Source: an optimization exercise on an open RTL-to-GDS flow (aim: small area, a short achievable clock period and few clock cycles). Production flows keep margins and buffers that such runs may drop. Only simulation tests tie the RTL to the original design; equivalence was not proved. Power is estimated from default activity; no workload was simulated.

run 2:
## sympack
module sympack (
    input  wire        clk,
    input  wire        rst,           
    input  wire        cmd_valid,
    output reg         cmd_ready,
    input  wire [10:0] cmd,           
    output reg         rsp_valid,
    output reg  [1:0]  rsp_status,    
    output reg  [7:0]  rsp_bytes,     
    output reg  [7:0]  rsp_terr,      
    output reg         tx_valid,
    input  wire        tx_ready,
    output reg  [7:0]  tx_data,
    output reg         tx_last,
    input  wire        ta_valid,
    input  wire        ta_err,
    input  wire [7:0]  ta_code
);
clock: 6.0 ns
lec_check: 0
cap_margin: 20
core_margin: 2
core_utilization: 40
cts_cluster_diameter: 60
cts_cluster_size: 20
setup_slack_margin: 3.65
slew_margin: 20
run.sh (not shown) runs the stock make flow with config.mk's settings and CLKGATE_MAP_FILE= SYNTH_SCRIPT=/design/flow/synth_recipe.tcl, a recipe that flattens the netlist after the stock synthesis.
Run 2 went all the way through the flow, and no timing, DRC or antenna check failed.
Testbench counts of run 2, summed over its fixed seeds: cycles 22,994.
The following lists how run 4 was set up differently from run 2:
- SETUP_SLACK_MARGIN changed from 3.65 to 3.7
Notes after the runs:
Critical path start-end classification: input pin to flop -> run 2, flop to flop -> run 4. Higher standby leakage power was reported by run 4, not run 2. Run 4 vs. run 2: sequential share of layout area saw a decrease, area of all placed cells without fillers saw an increase.


Another version of the RTL of sympack (not shown whole).
Size: about 1100 flip-flops, ~55 I/O pins, roughly 0.031 mm2 of cells after synthesis.
Design sympack, start of the top module:
module sympack (
    input  wire        clk,
    input  wire        rst,           
    input  wire        cmd_valid,
    output reg         cmd_ready,
    input  wire [10:0] cmd,           
    output reg         rsp_valid,
    output reg  [1:0]  rsp_status,    
    output reg  [7:0]  rsp_bytes,     
    output reg  [7:0]  rsp_terr,      
    output reg         tx_valid,
    input  wire        tx_ready,
    output reg  [7:0]  tx_data,
    output reg         tx_last,
    input  wire        ta_valid,
    input  wire        ta_err,
    input  wire [7:0]  ta_code
);
clock: 6.0 ns
lec_check: 0
cap_margin: 20
core_margin: 2
core_utilization: 40
cts_cluster_diameter: 60
cts_cluster_size: 20
setup_slack_margin: 3.8
slew_margin: 20
Testbench counts at the start, summed over its fixed seeds: cycles 22,994.
Change:
- SETUP_SLACK_MARGIN: 3.8 -> 3.7
Clock power goes down slightly.
Synthesized area is unchanged.
Total power goes down slightly.
Utilization goes down by 1.4 points.


The RTL this note starts from:
==> flow/design.v <==
module sympack (
    input  wire        clk,
    input  wire        rst,           
    input  wire        cmd_valid,
    output reg         cmd_ready,
    input  wire [10:0] cmd,           
    output reg         rsp_valid,
    output reg  [1:0]  rsp_status,    
    output reg  [7:0]  rsp_bytes,     
    output reg  [7:0]  rsp_terr,      
    output reg         tx_valid,
    input  wire        tx_ready,
    output reg  [7:0]  tx_data,
    output reg         tx_last,
    input  wire        ta_valid,
    input  wire        ta_err,
    input  wire [7:0]  ta_code
);
    localparam NSLOT = 111;                
    localparam NGRP  = 14;                 
    reg         rdy;                       
    reg  [6:0]  n;                         
    reg         nz;                        
    reg         n1;                        
    reg         n112;                      
    reg  [3:0]  glast;                     
    reg         ovf;                       
    reg  [3:0]  rg;                        
    reg  [8:0]  rr;                        
    reg  [9*NSLOT-1:0] ring;
    reg  [6:0]  gap;                       
    reg  [13:0] qg;                        
    reg  [7:0]  qp;                        
    reg  [8:0]  sa;                        
    reg  [8:0]  sb;
    reg  [6:0]  left;                      
    reg         lv;                        
    wire [1:0] op      = cmd[10:9];
    wire       accept  = cmd_valid && cmd_ready;
    wire       n115    = n112 && (n[3:0] == 4'd3);
    wire       nbig    = n112 && (n[3:0] != 4'd0);      
    wire       nzero   = nz;
    wire       nge2    = (n[6:1] != 6'd0);
    wire       nge3    = nge2 && !(n == 7'd2);
    wire       acc_pack  = accept && (op == 2'b00);
    wire       acc_flush = accept && (op == 2'b01);
    wire       acc_send  = acc_flush && !ovf && !nbig && !nzero;
    wire       ins     = acc_pack && !ovf && !n112 && !nz;   
    wire       take    = tx_valid && tx_ready;
    wire       hold    = tx_valid && !tx_ready;
    wire       waiting = !rdy && !tx_valid;
    wire       answer  = waiting && ta_valid;
    wire       fetch   = take && !tx_last && !rr[8];    
    wire [3:0] grps  = n[6:3] + {3'b0, (n[2:0] != 3'd0)};        
    wire [7:0] flen  = {1'b0, grps, 3'b000} + {4'b0, grps};      
    integer g, p, i;
    integer j;
    always @(posedge clk) begin
        for (j = 1; j < NSLOT; j = j + 1)
            ring[9*j +: 9] <= ring[9*(j-1) +: 9];
        ring[8:0] <= ins ? cmd[8:0] : ring[9*NSLOT-1 -: 9];
    end
    wire       sv = tx_valid ? lv : nge2;
    reg  [8:0] psym [0:7];
    reg  [8:0] rsym;
    always @(*) begin
        for (p = 0; p < 8; p = p + 1) begin
            psym[p] = 9'd0;
            for (g = 0; g < NGRP; g = g + 1)
                if (8*g + p < NSLOT)
                    psym[p] = psym[p] | ({9{qg[g]}} & ring[9*(8*g + p) +: 9]);
        end
        rsym = 9'd0;
        for (p = 0; p < 8; p = p + 1)
            rsym = rsym | ({9{qp[p] & sv}} & psym[p]);
    end
    reg  [7:0] gear;
    integer r;
    always @(*) begin
        gear = 8'd0;
        for (r = 0; r < 9; r = r + 1)
            for (i = 0; i < 8; i = i + 1)
                gear[7 - i] = gear[7 - i] | (rr[r] & ((i < r) ? sa[r - i - 1] : sb[8 - i + r]));
    end
    wire last_next = rr[8] && (rg == glast);
    always @(posedge clk) begin
        tx_data <= hold ? tx_data : (tx_valid ? gear : sa[8:1]);
        if (rst)
            tx_last <= 1'b0;
        else if (!hold)
            tx_last <= last_next && tx_valid;
    end
    always @(posedge clk) begin
        if (fetch)
            sa <= sb;
        else if (acc_pack && nz)
            sa <= cmd[8:0];
        if (fetch || (rdy && !tx_valid))
            sb <= rsym;
    end
    always @(posedge clk) begin
        if (rst || (ins && n1)) begin
            qg <= 14'd1;
            qp <= 8'd1;
        end else if (!(acc_send || fetch)) begin
            if (qg[13] && qp[6]) begin                   
                qg <= 14'd1;
                qp <= 8'd1;
            end else begin
                qp <= {qp[6:0], qp[7]};
                if (qp[7]) qg <= {qg[12:0], qg[13]};
            end
        end
    end
    always @(posedge clk) begin
        if (acc_send) begin
            left <= n - 7'd2;
            lv   <= nge3;
        end else if (fetch && lv) begin
            left <= left - 7'd1;
            lv   <= (left[6:1] != 6'd0);
        end
    end
    wire [6:0] gap_inc = (gap == 7'd110) ? 7'd0 : gap + 7'd1;
    reg        rdy_n, ovf_n;
    reg [6:0]  n_n;
    always @(*) begin
        rdy_n = rdy;
        ovf_n = ovf;
        n_n   = n;
        if (acc_send) rdy_n = 1'b0;
        if (answer) begin
            rdy_n = 1'b1;
            n_n   = 7'd0;
        end
        if (accept) begin
            case (op)
                2'b00: begin
                    if (!ovf) begin
                        if (n115) ovf_n = 1'b1;
                        else      n_n   = n + 7'd1;
                    end
                end
                2'b01: begin
                    if (!ovf && nbig) ovf_n = 1'b1;
                end
                2'b10: begin
                    n_n   = 7'd0;
                    ovf_n = 1'b0;
                end
                default: ;
            endcase
        end
    end
    wire gap_n0 = ins || (gap == 7'd110);
    wire ring_ok = nz || n1 || (gap == 7'd110) || n112 || ovf;
    wire pack_go = acc_pack && !ovf && !n115;            
    wire clr_n   = answer || (accept && op == 2'b10);
    always @(posedge clk)
        glast <= grps - 4'd1;
    always @(posedge clk) begin
        if (rst) begin
            rdy       <= 1'b1;
            cmd_ready <= 1'b1;
            n         <= 7'd0;
            nz        <= 1'b1;
            n1        <= 1'b0;
            n112      <= 1'b0;
            ovf       <= 1'b0;
            gap       <= 7'd0;
            rg        <= 4'd0;
            rr        <= 9'd1;
            tx_valid  <= 1'b0;
            rsp_valid <= 1'b0;
        end else begin
            rdy       <= rdy_n;
            n         <= n_n;
            nz        <= clr_n || (nz && !pack_go);
            n1        <= !clr_n && (n1 ? !pack_go : (nz && pack_go));
            n112      <= !clr_n && (n112 || (pack_go && n == 7'd111));
            ovf       <= ovf_n;
            gap       <= ins ? 7'd0 : gap_inc;
            cmd_ready <= answer || (rdy && !acc_send && (ring_ok || (accept && op != 2'b11)));
            rsp_valid <= (accept && !acc_send) || answer;
            if (acc_send) begin
                tx_valid <= 1'b1;
                rr       <= 9'd2;
            end
            if (take) begin
                if (tx_last) begin
                    tx_valid <= 1'b0;
                    rg <= 4'd0;
                    rr <= 9'd1;
                end else if (rr[8]) begin
                    rg <= rg + 4'd1;
                    rr <= 9'd1;
                end else begin
                    rr <= {rr[7:0], 1'b0};
                end
            end
        end
    end
    always @(posedge clk) begin
        if (answer) begin
            rsp_status <= ta_err ? 2'd2 : 2'd0;
            rsp_bytes  <= ta_err ? 8'd0 : flen;
            rsp_terr   <= ta_err ? ta_code : 8'd0;
        end else begin
            case (op)
                2'b00:   rsp_status <= (ovf || n115) ? 2'd1 : 2'd0;
                2'b01:   rsp_status <= (ovf || nbig) ? 2'd1 : 2'd0;
                2'b10:   rsp_status <= 2'd0;
                default: rsp_status <= 2'd3;
            endcase
            rsp_bytes <= 8'd0;
            rsp_terr  <= 8'd0;
        end
    end
endmodule
export LEC_CHECK = 0
export CAP_MARGIN = 20
export CORE_MARGIN = 2
export CORE_UTILIZATION = 40
export CTS_CLUSTER_DIAMETER = 60
export CTS_CLUSTER_SIZE = 20
export PLACE_DENSITY = 0.8
export SETUP_SLACK_MARGIN = 3.7
export SLEW_MARGIN = 20
create_clock -name core_clock -period 6.0 [get_ports {clk}]
The starting point completed without violations.
Testbench counts at the start, summed over its fixed seeds: cycles 22,994.
Change:
Settings changed: PLACE_DENSITY 0.8 to unset, SETUP_SLACK_MARGIN 3.7 to 3.5.
What happened: Maximum frequency barely changes. Routed wire length went down by 9.6%. Worst setup slack barely changes. Utilization went down by 1.2 points. Register-to-register slack stays flat. Design area went down by 2.7%. Power barely changes. Critical path depth went down by 2.

[what the ideal ports hide]
How much do the figures lean on ideal ports? The routed layouts below were timed once more, with nothing changed but the port constraints. Step 1: set_driving_cell puts a clkbuf_16 on clk and a buf_2 on each other input, an assumption about the parent block. Step 2 times the ports against the registers' clock, not the clock port: input delays grow and output delays shrink by t, the midpoint of the rising clock arrivals with the driver on. Three values: ideal, step 1, step 2; two values: the first two.
run	t (ns)	slack for setup (ns)	worst hold slack (ns)	worst register clock-pin slew, ns
run 2	0.681	3.658 / 3.604 / 3.014	0.334 / 0.334 / 0.334	0.09 / 0.09
run 4	0.682	3.650 / 3.599 / 3.113	0.339 / 0.339 / 0.339	0.09 / 0.09
the first run of note 2	0.679	3.609 / 3.543 / 3.180	0.341 / 0.341 / 0.341	0.09 / 0.09
the second run of note 2	0.671	3.675 / 3.613 / 3.144	0.337 / 0.337 / 0.337	0.09 / 0.09
the first run of note 3	0.684	3.519 / 3.519 / 3.051	0.341 / 0.341 / 0.341	0.10 / 0.10
the second run of note 3	0.680	3.518 / 3.483 / 2.865	0.333 / 0.333 / 0.333	0.09 / 0.09
After both steps every run listed still meets setup and hold. For the second run of note 3, which loses most, drivers alone change the setup slack by -0.035 ns; drivers and shift together by -0.653 ns.
